Source: an optimization exercise on an open RTL-to-GDS flow (aim: small area, a short achievable clock period and few clock cycles per item). Production flows keep margins and buffers that such runs may drop. The RTL of this run was laid out without a check of its function. No activity file was given, so power comes from the tool's default toggle rates.

File: flow/config.mk
export PLATFORM = sky130hd
export DESIGN_NAME = modbus_engine
export DESIGN_NICKNAME = modbus_engine
export VERILOG_FILES = /design/flow/design.v
export SDC_FILE = /design/flow/constraint.sdc
export NUM_CORES = 4
export LEC_CHECK = 0
export CAP_MARGIN = 60
export CORE_MARGIN = 2
export CORE_UTILIZATION = 50
export CTS_CLUSTER_DIAMETER = 70
export CTS_CLUSTER_SIZE = 30
export PLACE_DENSITY = 0.6
export SLEW_MARGIN = 60
File: flow/flow/run.sh
#!/bin/bash
# The standard layout; only the port buffer cell is chosen here (buf_2
# instead of the buffer ORFS picks by default). Every tool's output goes to
# standard.log in this folder.
export BUFFER_PORTS_ARGS="-buffer_cell sky130_fd_sc_hd__buf_2"
bash standard.sh > standard.log 2>&1
File: flow/design.v
module modbus_engine #(
    parameter N_COIL    = 64,
    parameter N_DI      = 32,
    parameter N_HR      = 32,
    parameter N_IR      = 16,
    parameter BASE_COIL = 16'h0010,
    parameter BASE_DI   = 16'h0200,
    parameter BASE_HR   = 16'h0100,
    parameter BASE_IR   = 16'h0300,
    parameter EXC_ADDR  = 8'h02
) (
    input  wire               clk,
    input  wire               rst,
    input  wire               rx_valid,
    input  wire [7:0]         rx_data,
    output wire               rx_ready,
    output wire               tx_valid,
    output wire [7:0]         tx_data,
    output wire               tx_last,
    input  wire               tx_ready,
    input  wire [N_DI-1:0]    di_in,
    input  wire [16*N_IR-1:0] ir_in
);
    integer i, b;
    function le16;
        input [15:0] x, y;
        integer k;
        reg lt, eq;
        begin
            lt = 1'b0;
            eq = 1'b1;
            for (k = 15; k >= 0; k = k - 1) begin
                lt = lt | (eq & ~x[k] & y[k]);
                eq = eq & ~(x[k] ^ y[k]);
            end
            le16 = lt | eq;
        end
    endfunction
    reg         rdy_q;       
    reg         fld_q;       
    reg  [4:0]  pos;         
    reg  [15:0] rem;         
    reg         rem1;        
    reg         rhz;         
    reg         z5;          
    reg         decided;     
    reg         dec_q;       
    reg         short_q;     
    reg         pend;        
    reg  [1:0]  rc_q;        
    reg         p_hr, p_coil, p_reg;  
    reg         rc_ok;       
    reg         ex_q;        
    reg         ex2_q;       
    reg         rst_q;       
    reg         hdr_ok;      
    reg         tstarted;    
    reg  [7:0]  f0, f1, f2, f3, f6, f7, f8, f9, f10, f11, f12, f13, f14, f15, f16;
    reg  [6:0]  wleft;       
    reg  [5:0]  wptr;        
    reg         w0f;         
    reg         we_q;        
    reg         cwe_q;       
    reg  [15:0] wd_q;
    reg  [5:0]  wa_q;
    reg  [7:0]  cm_q;        
    reg  [63:0]  coil;
    reg  [511:0] hr;
    reg         tx_act;
    reg         tx_desc;     
    reg  [6:0]  o;           
    reg  [1:0]  tx_exc;
    reg         tx_bits, tx_regs, tx_echo, tx_pin, tx_17, tx_rwok;
    reg         rwq_ok;      
    reg  [6:0]  tx_lo;       
    reg         o_lt5;       
    reg         o_ge9;       
    reg  [4:0]  tp;          
    reg  [4:0]  ra;          
    reg         rmw_q;       
    reg  [3:0]  tg;          
    reg  [2:0]  tsh;         
    reg  [6:0]  tbl;         
    reg         bpre;        
    reg  [15:0] rw_q;        
    reg  [7:0]  lo_q;        
    reg  [7:0]  bb_q;        
    reg         v0, v1, l0, l1;
    reg  [7:0]  d0, d1;
    wire [7:0]  fc  = f7;
    wire [15:0] A   = {f8, f9};
    wire [15:0] Q   = {f10, f11};
    wire [15:0] WA  = {f12, f13};
    wire [15:0] WQ  = {f14, f15};
    wire fc01 = fc == 8'h01, fc02 = fc == 8'h02, fc03 = fc == 8'h03, fc04 = fc == 8'h04;
    wire fc05 = fc == 8'h05, fc06 = fc == 8'h06, fc0f = fc == 8'h0F, fc10 = fc == 8'h10;
    wire fc16 = fc == 8'h16, fc17 = fc == 8'h17;
    wire known = fc01 | fc02 | fc03 | fc04 | fc05 | fc06 | fc0f | fc10 | fc16 | fc17;
    wire [6:0] ca = A[6:0] - 7'h10;                       
    reg       ac_q, ad_q, ah_q, ai_q, wah_q, wqr_q, wq0_q, wqb_q;
    wire [6:0] lc_q  = 7'd64 - {1'b0, ca[5:0]};
    wire [5:0] l32_q = 6'd32 - {1'b0, A[4:0]};
    wire [4:0] li_q  = 5'd16 - {1'b0, A[3:0]};
    wire [5:0] lw_q  = 6'd32 - {1'b0, WA[4:0]};
    reg       k01, k02, k03, k04, k05, k06, k0f, k10, k16, k17;
    reg [4:0] dpm1;          
    always @(posedge clk) begin
        ac_q  <= (A[15:7] == 9'd0) && (A[6:0] >= 7'h10) && (A[6:0] <= 7'h4F);
        ad_q  <= A[15:5] == 11'h010;
        ah_q  <= A[15:5] == 11'h008;
        ai_q  <= A[15:4] == 12'h030;
        wah_q <= WA[15:5] == 11'h008;
        wqr_q <= (WQ[15:6] == 10'd0) && le16({10'd0, WQ[5:0]}, {10'd0, lw_q});
        wq0_q <= WQ == 16'd0;
        wqb_q <= WQ > 16'd121;
        k01 <= fc01; k02 <= fc02; k03 <= fc03; k04 <= fc04; k05 <= fc05;
        k06 <= fc06; k0f <= fc0f; k10 <= fc10; k16 <= fc16; k17 <= fc17;
        dpm1 <= dpos - 5'd1;
    end
    reg  q0_r, qa_r, qb_r, qc_r, qd_r, qff_r, rgc_r, rg32_r, rgi_r;
    wire [15:0] Qn = {f10, rx_data};
    always @(posedge clk)
        if (fire && pos == 5'd11) begin
            q0_r   <= Qn == 16'd0;
            qa_r   <= !le16(Qn, 16'd2000);
            qb_r   <= !le16(Qn, 16'd125);
            qc_r   <= !le16(Qn, 16'd1984);
            qd_r   <= !le16(Qn, 16'd123);
            qff_r  <= Qn == 16'hFF00;
            rgc_r  <= (Qn[15:7] == 9'd0)  && le16({9'd0, Qn[6:0]}, {9'd0, lc_q});
            rg32_r <= (Qn[15:6] == 10'd0) && le16({10'd0, Qn[5:0]}, {10'd0, l32_q});
            rgi_r  <= (Qn[15:5] == 11'd0) && le16({11'd0, Qn[4:0]}, {11'd0, li_q});
        end
    wire q0       = q0_r;
    wire [5:0] wr_end = {1'b0, WA[4:0]} + WQ[5:0];        
    wire rem_lt12 = (rem[15:8] == 8'd0) && !le16({8'd0, f12}, {8'd0, rem[7:0]});
    wire rem_lt16 = (rem[15:8] == 8'd0) && !le16({8'd0, f16}, {8'd0, rem[7:0]});
    wire rng_coil = ac_q && rgc_r;
    wire rng_di   = ad_q && rg32_r;
    wire rng_hr   = ah_q && rg32_r;
    wire rng_ir   = ai_q && rgi_r;
    wire rng_hrw  = wah_q && wqr_q;
    wire e3 = short_q ||
        ((k01 | k02) && (q0 || qa_r)) ||
        ((k03 | k04) && (q0 || qb_r)) ||
        (k05 && !q0 && !qff_r) ||
        (k0f && (q0 || qc_r || {f12, 3'b000} < Q[10:0] || rem_lt12)) ||
        (k10 && (q0 || qd_r || f12 != {Q[6:0], 1'b0} || rem_lt12)) ||
        (k17 && (q0 || qb_r || wq0_q || wqb_q || f16 != {WQ[6:0], 1'b0} || rem_lt16));
    wire e2 =
        (k01 && !rng_coil) || (k02 && !rng_di) || (k03 && !rng_hr) || (k04 && !rng_ir) ||
        (k05 && !ac_q) || ((k06 | k16) && !ah_q) || (k0f && !rng_coil) || (k10 && !rng_hr) ||
        (k17 && !(rng_hrw && rng_hr));
    wire [1:0] rc_c = !known ? 2'd1 : e3 ? 2'd3 : e2 ? 2'd2 : 2'd0;
    wire       ok_c = rc_c == 2'd0;
    reg [4:0] dpos;
    always @(*) begin
        case (fc)
            8'h01, 8'h02, 8'h03, 8'h04, 8'h05, 8'h06: dpos = 5'd11;
            8'h0F, 8'h10: dpos = 5'd12;
            8'h16:        dpos = 5'd13;
            8'h17:        dpos = 5'd16;
            default:      dpos = 5'd8;
        endcase
    end
    wire datafc = k0f || k10 || k17;      
    wire [15:0] hr_rd  = hr[16*ra +: 16];
    wire t_last   = tx_desc && o == tx_lo;
    wire gen_ok   = tx_act && (o_lt5 || tx_desc) && !(tx_17 && o_ge9 && o[0] && !tx_rwok && !rwq_ok);
    wire gen_adv  = gen_ok && !v1;
    wire tx_free  = !tx_act || (gen_adv && t_last);
    wire tx_early = !pend && hdr_ok && !tstarted;
    wire tx_start = tx_free && (pend || tx_early);
    wire tx_load  = pend && (tx_free || !tx_desc);
    wire any_load = tx_load;
    wire tx_hr_rd   = tx_act && tx_desc && tx_regs && !tx_pin;
    wire tx_coil_rd = tx_act && tx_desc && tx_bits && !tx_pin;
    wire tx_reg_rd  = tx_act && tx_desc && tx_regs;
    wire        fire    = rx_valid && rdy_q;
    wire        last_r  = (pos >= 5'd6) && rem1;                     
    wire        last5   = (pos == 5'd5) && rhz && (rx_data == 8'd0);     
    wire        last    = last5 || last_r;
    wire        trig    = !decided && ((pos == 5'd7 && last_r) || (pos >= 5'd8 && (last_r || pos == dpos)));
    wire [7:0]  cmask   = (wleft >= 7'd8) ? 8'hFF : ((8'd1 << wleft[2:0]) - 8'd1);
    wire        wdat    = wleft != 7'd0;
    wire [6:0]  wl_dec  = short_q ? 7'd0 : k0f ? Q[6:0] : k10 ? f12[6:0] : k17 ? f16[6:0] : 7'd0;
    wire [6:0]  wl_dm1  = short_q ? 7'd0 : k10 ? f12[6:0] - 7'd1 : f16[6:0] - 7'd1;
    wire        hi_dec  = dec_q && (k10 || k17) && !short_q;
    wire [6:0]  wl_dn   = !wdat ? 7'd0 : w0f ? ((wleft > 7'd8) ? wleft - 7'd8 : 7'd0) : wleft - 7'd1;
    wire [6:0]  wl0     = dec_q ? wl_dec : wleft;
    wire [6:0]  wl1     = dec_q ? (hi_dec ? wl_dm1 : wl_dec) : last_r ? 7'd0 : wl_dn;
    wire [5:0]  wp_dec  = k0f ? ca[5:0] : k10 ? {1'b0, f9[4:0]} : {1'b0, f13[4:0]};
    wire [5:0]  wp0     = dec_q ? wp_dec : wptr;
    wire [5:0]  wp1     = dec_q ? wp_dec : (wdat && w0f) ? wptr + 6'd8 :
                          (wdat && wleft[0]) ? wptr + 6'd1 : wptr;
    wire [4:0] pos1     = last_r ? 5'd0 : (pos == 5'd17) ? pos : pos + 5'd1;
    wire       p1le13   = last_r || pos <= 5'd12;                      
    wire       p1ge9    = !last_r && pos >= 5'd8;                      
    wire       p1dp     = !last_r && pos == dpm1;                      
    wire       dec1     = trig;
    wire       decd1    = last_r ? 1'b0 : (trig | decided);
    wire       pend_n   = dec_q | (pend & !tx_load);
    wire       tact_n   = tx_start | (tx_act & !(gen_adv && t_last));
    wire [6:0] pz0      = {2'b00, pos};
    wire       o_le_p   = le16({9'd0, o}, {9'd0, pz0});
    wire       o_eq_p1  = o == pz0 + 7'd1;
    wire       ole0     = tx_start || (gen_adv ? !le16({9'd0, pz0}, {9'd0, o}) : o_le_p);
    wire       ole1     = tx_start || (last_r ? (!gen_adv && o == 7'd0) :
                                       gen_adv ? o_le_p : (o_le_p || o_eq_p1));
    wire       tst_s    = tx_early | decided;                        
    wire       tst0     = tx_start ? tst_s : tstarted;
    wire       tst1     = tx_start ? (tst_s & !last_r) : (tstarted & !last_r);
    wire       hr_n     = tx_hr_rd   | (tx_load & p_hr);
    wire       coil_n   = tx_coil_rd | (tx_load & p_coil);
    wire       reg_n    = tx_reg_rd  | (tx_load & p_reg);
    wire       wnz0     = dec_q ? datafc : (wleft != 7'd0);
    wire       wnz1     = dec_q ? datafc : !last_r && (w0f ? (wleft > 7'd8) : (wleft > 7'd1));
    wire       hz_dec   = (k05 & coil_n) | (k06 & hr_n) | (k16 & (hr_n | reg_n));
    wire       w0f_n    = dec_q ? k0f : w0f;
    wire       hz_dat   = pend_n & (w0f_n ? coil_n : hr_n);           
    wire       desc_n   = any_load | (tx_desc & !tx_start);
    wire       own_n    = tact_n & !desc_n;
    wire       bf0 = (pos  <= 5'd13) && ((pend_n && !own_n) || (tact_n && !tst0 && ole0));
    wire       bf1 = p1le13 && (((pend_n || dec1)  && !own_n) || (tact_n && !tst1 && ole1));
    wire       dbub1 = dec1  && p1ge9 && k0f;                           
    wire       hb0 = (!decided && pos  >= 5'd9 && pos  == dpos && hz_dec) || (wnz0 && hz_dat);
    wire       hb1 = (!decd1   && p1ge9 && p1dp && hz_dec) || (wnz1 && hz_dat);
    wire       rdy0 = !bf0 && !hb0;
    wire       rdy1 = !bf1 && !dbub1 && !hb1;
    always @(posedge clk) begin
        if (fld_q) begin
            if (pos == 5'd0 || z5) f0 <= rx_data;
            if (pos == 5'd1)  f1  <= rx_data;
            if (pos == 5'd2)  f2  <= rx_data;
            if (pos == 5'd3)  f3  <= rx_data;
            if (pos == 5'd6 && !z5) f6 <= rx_data;
            if (pos == 5'd7)  f7  <= rx_data;
            if (pos == 5'd8)  f8  <= rx_data;
            if (pos == 5'd9)  f9  <= rx_data;
            if (pos == 5'd10) f10 <= rx_data;
            if (pos == 5'd11) f11 <= rx_data;
            if (pos == 5'd12) f12 <= rx_data;
            if (pos == 5'd13) f13 <= rx_data;
            if (pos == 5'd14) f14 <= rx_data;
            if (pos == 5'd15) f15 <= rx_data;
            if (pos == 5'd16) f16 <= rx_data;
        end
        if (fire) begin
            if (pos == 5'd4)
                rem[15:8] <= rx_data;
            else if (pos == 5'd5)
                rem[7:0]  <= rx_data;
            else
                rem <= rem - 16'd1;
            if (pos == 5'd4)
                rhz <= rx_data == 8'd0;
            rem1 <= (pos == 5'd5) ? (rhz && rx_data == 8'd1) : (rem == 16'd2);
        end
        if (fire && trig)
            short_q <= last_r && !(pos >= 5'd8 && pos == dpos);
        rst_q <= rst;
        if (dec_q) begin
            rc_q   <= rc_c;
            rc_ok  <= ok_c;
            p_hr   <= fc03 || fc17;
            p_coil <= fc01;
            p_reg  <= fc03 || fc04 || fc17;
            w0f    <= k0f;
        end
        we_q  <= 1'b0;
        cwe_q <= 1'b0;
        if (ex_q) begin
            if (k05) begin
                cwe_q <= rc_ok;
                wa_q  <= ca[5:0];
                wd_q[7:0] <= {8{f10[0]}};
                cm_q  <= 8'h01;
            end
            if (k06) begin
                we_q <= rc_ok;
                wa_q <= {1'b0, f9[4:0]};
                wd_q <= {f10, f11};
            end
        end
        if (ex2_q && k16) begin
            we_q <= rc_ok;
            wa_q <= {1'b0, f9[4:0]};
            wd_q <= (rw_q & Q) | (WA & ~Q);
        end
        if (hi_dec)
            wd_q[15:8] <= rx_data;
        if (wleft != 7'd0 && !dec_q) begin
            wa_q <= wptr;
            cm_q <= cmask;
            if (w0f || wleft[0])
                wd_q[7:0] <= rx_data;
            else
                wd_q[15:8] <= rx_data;
        end
        wptr <= fire ? wp1 : wp0;
        if (fire && wdat) begin
            if (w0f)
                cwe_q <= rc_ok;
            else if (wleft[0])
                we_q  <= rc_ok;
        end
        if (rst) begin
            rdy_q    <= 1'b0;
            fld_q    <= 1'b0;
            pos      <= 5'd0;
            z5       <= 1'b0;
            hdr_ok   <= 1'b0;
            tstarted <= 1'b0;
            decided  <= 1'b0;
            dec_q    <= 1'b0;
            ex_q     <= 1'b0;
            ex2_q    <= 1'b0;
            pend     <= 1'b0;
            wleft    <= 7'd0;
            we_q     <= 1'b0;
            cwe_q    <= 1'b0;
        end else begin
            rdy_q <= fire ? rdy1 : rdy0;
            fld_q <= fire ? !bf1 : !bf0;
            dec_q <= fire && trig;
            ex_q  <= dec_q;
            ex2_q <= ex_q;
            pend  <= pend_n;
            tstarted <= fire ? tst1 : tst0;
            hdr_ok   <= fire ? (pos == 5'd5 ? !(rhz && rx_data[7:1] == 7'd0) : hdr_ok & !last_r) : hdr_ok;
            pos      <= z5 ? {4'd0, fire} : fire ? pos1 : pos;
            z5       <= fire && last5;
            decided  <= fire ? decd1 : decided;
            wleft    <= fire ? wl1 : wl0;
        end
    end
    wire [15:0] hwd  = rst_q ? 16'd0 : wd_q;
    wire [15:0] dwin = {8'd0, wd_q[7:0]} << wa_q[2:0];
    wire [15:0] mwin = {8'd0, cm_q} << wa_q[2:0];
    wire [3:0]  cg   = {1'b0, wa_q[5:3]};
    always @(posedge clk) begin
        for (i = 0; i < 32; i = i + 1)
            if (rst_q || (we_q && wa_q[4:0] == i))
                hr[16*i +: 16] <= hwd;
        if (rst_q) begin
            coil <= 64'd0;
        end else if (cwe_q) begin
            for (i = 0; i < 8; i = i + 1)
                for (b = 0; b < 8; b = b + 1) begin
                    if (cg == i && mwin[b])
                        coil[8*i + b] <= dwin[b];
                    else if (cg + 4'd1 == i && mwin[8 + b])
                        coil[8*i + b] <= dwin[8 + b];
                end
        end
    end
    wire [1:0] s_rc   = rc_q;
    wire       s_exc  = s_rc != 2'd0;
    wire       s_bits = !s_exc && (fc01 || fc02);
    wire       s_regs = !s_exc && (fc03 || fc04 || fc17);
    wire [3:0] s_c8   = ({1'b0, Q[6:0]} + 8'd7) >> 3;
    wire [6:0] s_lo   = s_exc ? 7'd8 : s_bits ? 7'd8 + {3'd0, s_c8} :
                        s_regs ? 7'd8 + {Q[5:0], 1'b0} : fc16 ? 7'd13 : 7'd11;
    wire [6:0] s_bb   = fc01 ? {1'b0, ca[5:0]} : {2'b10, A[4:0]};
    wire         bfetch = !bpre || (gen_adv && tx_bits && o_ge9);
    wire [6:0]   tbl8  = (tbl > 7'd8) ? tbl - 7'd8 : 7'd0;
    wire [127:0] bsp   = {32'd0, di_in, coil};
    wire [15:0]  bwin  = bsp[8*tg +: 16];
    wire [7:0]   bmask = (tbl >= 7'd8) ? 8'hFF : ((8'd1 << tbl[2:0]) - 8'd1);
    wire         rhi   = gen_adv && tx_regs && o_ge9 && o[0];      
    wire         rmw_n = dec_q && fc16 && !short_q;                 
    wire [4:0]   tp_n  = any_load ? (fc04 ? {1'b0, A[3:0]} : A[4:0]) : tp + {4'd0, rhi};
    reg [7:0] tbyte;
    always @(*) begin
        case (o)
            7'd0: tbyte = f0;
            7'd1: tbyte = f1;
            7'd2: tbyte = f2;
            7'd3: tbyte = f3;
            7'd4: tbyte = 8'h00;
            7'd5: tbyte = {1'b0, tx_lo - 7'd5};
            7'd6: tbyte = f6;
            7'd7: tbyte = {f7[7] | (tx_exc != 2'd0), f7[6:0]};
            7'd8: tbyte = (tx_exc != 2'd0) ? {6'd0, tx_exc} : tx_echo ? f8 : {1'b0, tx_lo - 7'd8};
            default:
                if (tx_echo) begin
                    case (o[3:0])
                        4'd9:    tbyte = f9;
                        4'd10:   tbyte = f10;
                        4'd11:   tbyte = f11;
                        4'd12:   tbyte = f12;
                        default: tbyte = f13;
                    endcase
                end else if (tx_bits)
                    tbyte = bb_q;
                else
                    tbyte = o[0] ? rw_q[15:8] : lo_q;
        endcase
    end
    wire pop = v0 && tx_ready;
    always @(posedge clk) begin
        rw_q <= (tx_pin && !rmw_q) ? ir_in[16*ra[3:0] +: 16] : hr_rd;
        tp   <= tp_n;
        ra   <= rmw_n ? f9[4:0] : tp_n;
        rwq_ok <= !((we_q && wa_q[4:0] == ra) ||
                    (wleft != 7'd0 && {1'b0, ra} >= wptr && {1'b0, ra} < wr_end));
        rmw_q <= rmw_n;
        if (rhi)
            lo_q <= rw_q[7:0];
        if (bfetch) begin
            bb_q <= (bwin >> tsh) & bmask;
            tg   <= tg + 4'd1;
            tbl  <= tbl8;
            bpre <= 1'b1;
        end
        if (gen_adv) begin
            o <= o + 7'd1;
            if (o == 7'd4)
                o_lt5 <= 1'b0;
            if (o == 7'd8)
                o_ge9 <= 1'b1;
        end
        if (tx_start) begin
            o     <= 7'd0;
            o_lt5 <= 1'b1;
            o_ge9 <= 1'b0;
        end
        if (tx_start && !pend) begin
            tx_desc <= 1'b0;
            tx_bits <= 1'b0;
            tx_regs <= 1'b0;
            tx_17   <= 1'b0;
        end
        if (any_load) begin
            tx_desc <= 1'b1;
            tx_exc  <= s_rc;
            tx_bits <= s_bits;
            tx_regs <= s_regs;
            tx_echo <= !s_exc && !s_bits && !s_regs;
            tx_pin  <= fc02 || fc04;
            tx_17   <= !s_exc && fc17;
            tx_lo   <= s_lo;
            tg      <= s_bb[6:3];
            tsh     <= s_bb[2:0];
            tbl     <= Q[6:0];
            bpre    <= 1'b0;
        end
        if (any_load)
            tx_rwok <= 1'b0;
        else if (wleft == 7'd0 && !we_q)
            tx_rwok <= 1'b1;
        if (pop) begin
            if (v1) begin
                d0 <= d1;
                l0 <= l1;
            end else begin
                d0 <= tbyte;
                l0 <= t_last;
            end
        end else if (!v0) begin
            d0 <= tbyte;
            l0 <= t_last;
        end
        if (gen_adv && v0 && !pop) begin
            d1 <= tbyte;
            l1 <= t_last;
        end
        if (rst) begin
            tx_act <= 1'b0;
            v0     <= 1'b0;
            v1     <= 1'b0;
        end else begin
            if (tx_start)
                tx_act <= 1'b1;
            else if (gen_adv && t_last)
                tx_act <= 1'b0;
            if (pop)
                v0 <= v1 || gen_adv;
            else if (!v0)
                v0 <= gen_adv;
            if (pop)
                v1 <= 1'b0;
            else if (gen_adv && v0)
                v1 <= 1'b1;
        end
    end
    assign rx_ready = rdy_q;
    assign tx_valid = v0;
    assign tx_data  = d0;
    assign tx_last  = l0;
endmodule
File: flow/constraint.sdc
create_clock -name core_clock -period 12.0 [get_ports {clk}]
set_input_delay 2.4000 -clock core_clock [delete_from_list [all_inputs] [get_ports {clk}]]
set_output_delay 2.4000 -clock core_clock [all_outputs]
set_load 0.01 [all_outputs]
File: flow/standard.sh
#!/bin/bash
# synth_recipe.tcl (not shown) runs the flow's synth.tcl, then flattens the netlist and writes it again
# the make line also repeats each setting of config.mk as NAME=value (left out here)
make -C /OpenROAD-flow-scripts/flow DESIGN_CONFIG=/design/flow/config.mk WORK_HOME=/design/flow/orfs CLKGATE_MAP_FILE= SYNTH_SCRIPT=/design/flow/synth_recipe.tcl "${@:-finish}"
==> qor.yml <==
status:
  status: "no timing/DRC/antenna violations"
pwr:
  p_seq_share_pct: 53.1
  finalPower_mw: 7.78
  powerDensity_mw_per_mm2: 150
  p_int_mw: 5.47
  swShare_pct: 29.7
  p_clk_share_pct: 28.2
  ir_worst_vdd_v: 0.000129
  switchingPower_mw: 2.31
  leakage_nw: 18.2
  comb_power_share_pct: 18.7
global_route:
  grt_pass1_wl_mm: 214
  grt.total_usage_pct: 31.2
  antenna_found_initial: 8
  grt_pass1_vias: 31000
  grt_max_degree: 61
  overflow: 0
sta:
  worst_slack_ns: 7.90
  rsz0062_at_grt: "no"
  slew_headroom_pct: 59.4
  setup-violations-final: 0
  setup_tns_ns: 0
  fin_skew_ns: 0.0488
  slew_viol_final: 0
  final-hold-violation-count: 0
  finalCritPeriodShare_pct: 34.2
  min_period_ns: 4.10
  fmax_mhz: 244
  worst_pin_slew_ns: 0.592
placed_design:
  port_buffers: 310
  pre_cts_slack_ns: 7.30
  dp.final_hpwl_mm: 107
  gp_congestion: 0.959
synth:
  synth_top_area_share_pct: 49.3
  synth_enable_flop_cells: 748
  synth.distinct_cells: 82
  synth-seq-cells: 925
  synth_top_flop_cell: "edfxtp_1"
  avgSynthCellArea_sq_um: 13.5
  syn_inst: 3386
  yosysSeqAreaShare_pct: 57.1
  ys_warn_count: 1
  synth_nets: 3755
  synth_top_area_cell: "edfxtp_1"
  synthesis.area_sq_mm: 0.0456
  async_reset_ff_share_pct: 0
  synth_area_leaders: "edfxtp_1, mux4_2, dfxtp_1, mux2i_1, a21oi_1"
die:
  pin_count: 311
  dieArea_sq_mm: 0.0936
  fp.dieH_um: 306
  num_rows: 110
  start_util_pct: 50.6
  die_x_um: 306
  core-area_sq_mm: 0.0901
job:
  maxCapViolations: 0
cts:
  clkSlewWorstSetupHoldPaths_ns: 0.09
  postCtsHoldBufs: 0
  insertion_delay_ns: 0.69
  cts_buffer_depth: 3
  htree_levels: 2
  cts_resized: 0
  cts_buffers: 53
  cts_tree: "built"
  cts-root-buf: "clkbuf_16"
  clkSinkCount: 925
  cts_setup_buffers: 0
route:
  via_per_inst: 6.48
  ant_nets: 0
  drtPass1Iterations: 9
  vias: 31500
  routedWlPerCell_um: 30.3
  drc: 0
  drtIter0Drc: 3602
  wl_mm: 147
finish:
  final_cell_mix: "edfxtp_1, buf_2, mux4_2"
  final_common_cell: "edfxtp_1"
  largest-register: "hr"
  final_core_util_pct: 57.4
  seq_area_sq_mm: 0.0260
  largest_reg_flops: 512
  multiInputGateArea_sq_mm: 0.0188
  drive_above_1_share_pct: 26.8
  syn_to_final_growth_pct: 13.5
  fillCellCount: 7249
  reg.largest.list: "hr: 512 flops, coil: 64 flops"
  fin_nets: 4007
setup_path:
  crit_chain: "buf_2 -> buf_4 -> nor2b_1 -> maj3_2 -> maj3_2 -> maj3_1 -> maj3_2 -> a21oi_1 -> o21a_1 -> o21a_1"
  cp-end-kind: "flop"
  worstPathArrival_ns: 4.63
  cp_common_cell: "maj3_2"
  timing.critical_path.fanout_max: 25
  start_kind: "input port"
  slowest_stage: "maj3_1"
  cp.required_ns: 12.53
  critPathKind: "input port to flop"
  max_stage_delay_ns: 0.34
worst_hold_path:
  hold_class: "flop to flop"
[cell families (layout without fill, tap and decap cells)]
family                   count (synthesis)  count (layout)  share of synthesized area (%)
flip-flops                             925             925                           57.1
AND/OR/NAND/NOR                        763             763                           8.18
AO/OA/AOI/OAI                          721             721                           10.5
multiplexers                           434             434                           16.8
buffers and inverters                  347             644                           3.04
XOR/XNOR                               111             111                           2.13
adder cells (fa/ha/maj)                 85              85                           2.28
other                                    0               3                              0
[metal layers]
layer | global-route usage, % | wire length [um]
met3 | 5.06 | 10700
met4 | 9.70 | 4840
met2 | 51.0 | 70800
met5 | 0 | 11
met1 | 43.1 | 60900
[path summary, 6_finish.rpt]
| check | from | endpoint | slack (ns) | cells after the start |
|---|---|---|---|---|
| worst max-delay path | rx_data[0] | rgc_r | 7.90 | 10 |
| worst min-delay path | o_lt5 | o_lt5 | 0.47 | 2 |
| worst max register to register | ra[0] | rw_q[14] | 8.26 | 10 |
| worst min register to register | o_lt5 | o_lt5 | 0.47 | 2 |
[area by class of cell]
cell class / instances / area share (%)
tap: 1176 / 2.84
timing repair buffer: 443 / 5.81
inverter: 101 / 0.738
sequential: 925 / 50.3
clock inverter: 39 / 1.18
antenna: 3 / 0.0145
multi-input combinational: 2114 / 36.4
clock buffer: 61 / 2.68
[worst max-delay path, delay by kind of cell]
| family | cells | cell delay [ns] |
|---|---|---|
| fa+ha+maj | 4 | 1.29 |
| buf+inv | 2 | 0.31 |
| compound gates | 3 | 0.42 |
| simple gates | 1 | 0.18 |
[Yosys cell counts (9+ instances only)]
cell      number
edfxtp_1     748
mux4_2       260
a21oi_1      202
nand2_1      193
clkbuf_1     183
nor2_1       181
dfxtp_1      177
o21ai_0      144
mux2i_1      135
nor3_1       115
inv_1         99
o22ai_1       78
ha_1          68
xnor2_1       60
o2111a_1      56
nand3_1       52
xor2_1        51
nand2b_1      40
buf_2         39
mux2_2        39
nor2b_1       35
a22oi_1       30
nor4_1        30
a21o_1        27
a211oi_1      21
a31oi_1       21
o21bai_1      21
and2_1        20
buf_1         16
or3_1         16
nand4_1       14
and3_1        13
o211ai_1      13
or2_2         12
a221oi_1      11
maj3_1        11
nor3b_1       10
o21a_1        10
a222oi_1       9
o311ai_0       9
[power groups by stage]
stage | Sequential (mW) | Clock [mW] | Combinational, mW
after floorplan | 4.11 | 0 | 0.880
after global placement | 4.20 | 0 | 1.27
after detailed placement | 4.21 | 0 | 1.39
after CTS | 4.14 | 2.23 | 1.40
after global routing | 4.16 | 2.34 | 1.55
final | 4.13 | 2.20 | 1.46
[through the flow]
step / instance area (sq um) / cells / hold WS, ns
finish: 51700 / 4862 / 0.472
global route: 51700 / 4860 / 0.499
CTS: 51400 / 4841 / 0.475
detailed placement: 49400 / 4741 / 0.462
global placement: 48200 / 4676 / 0.456
floorplan: 45600 / 3386 / 0.403

port drivers added, routing unchanged:
How much do the figures lean on ideal ports? The routed layout below was timed once more, with nothing changed but the port constraints. Step 1 assumes that a clkbuf_16 drives the clock port and a buf_2 every other input. Step 2, shift: input delay + t, output delay - t, t = (earliest + latest rising clock arrival at the registers) / 2. This alone moves slack from input paths to output paths. a / b / c = ideal / step 1 / step 2; a / b = the first two.
t, ns: 0.732
setup slack, ns: 7.895 / 7.945 / 7.213
worst hold slack (ns): 0.472 / 0.472 / 0.472
clock arrival spread, ns: 0.049 / 0.049
worst data-port slew with drivers (ns): 0.13
After both steps setup and hold are still met in this run. For this run, drivers alone change the setup slack by +0.050 ns; drivers and shift together by -0.682 ns.
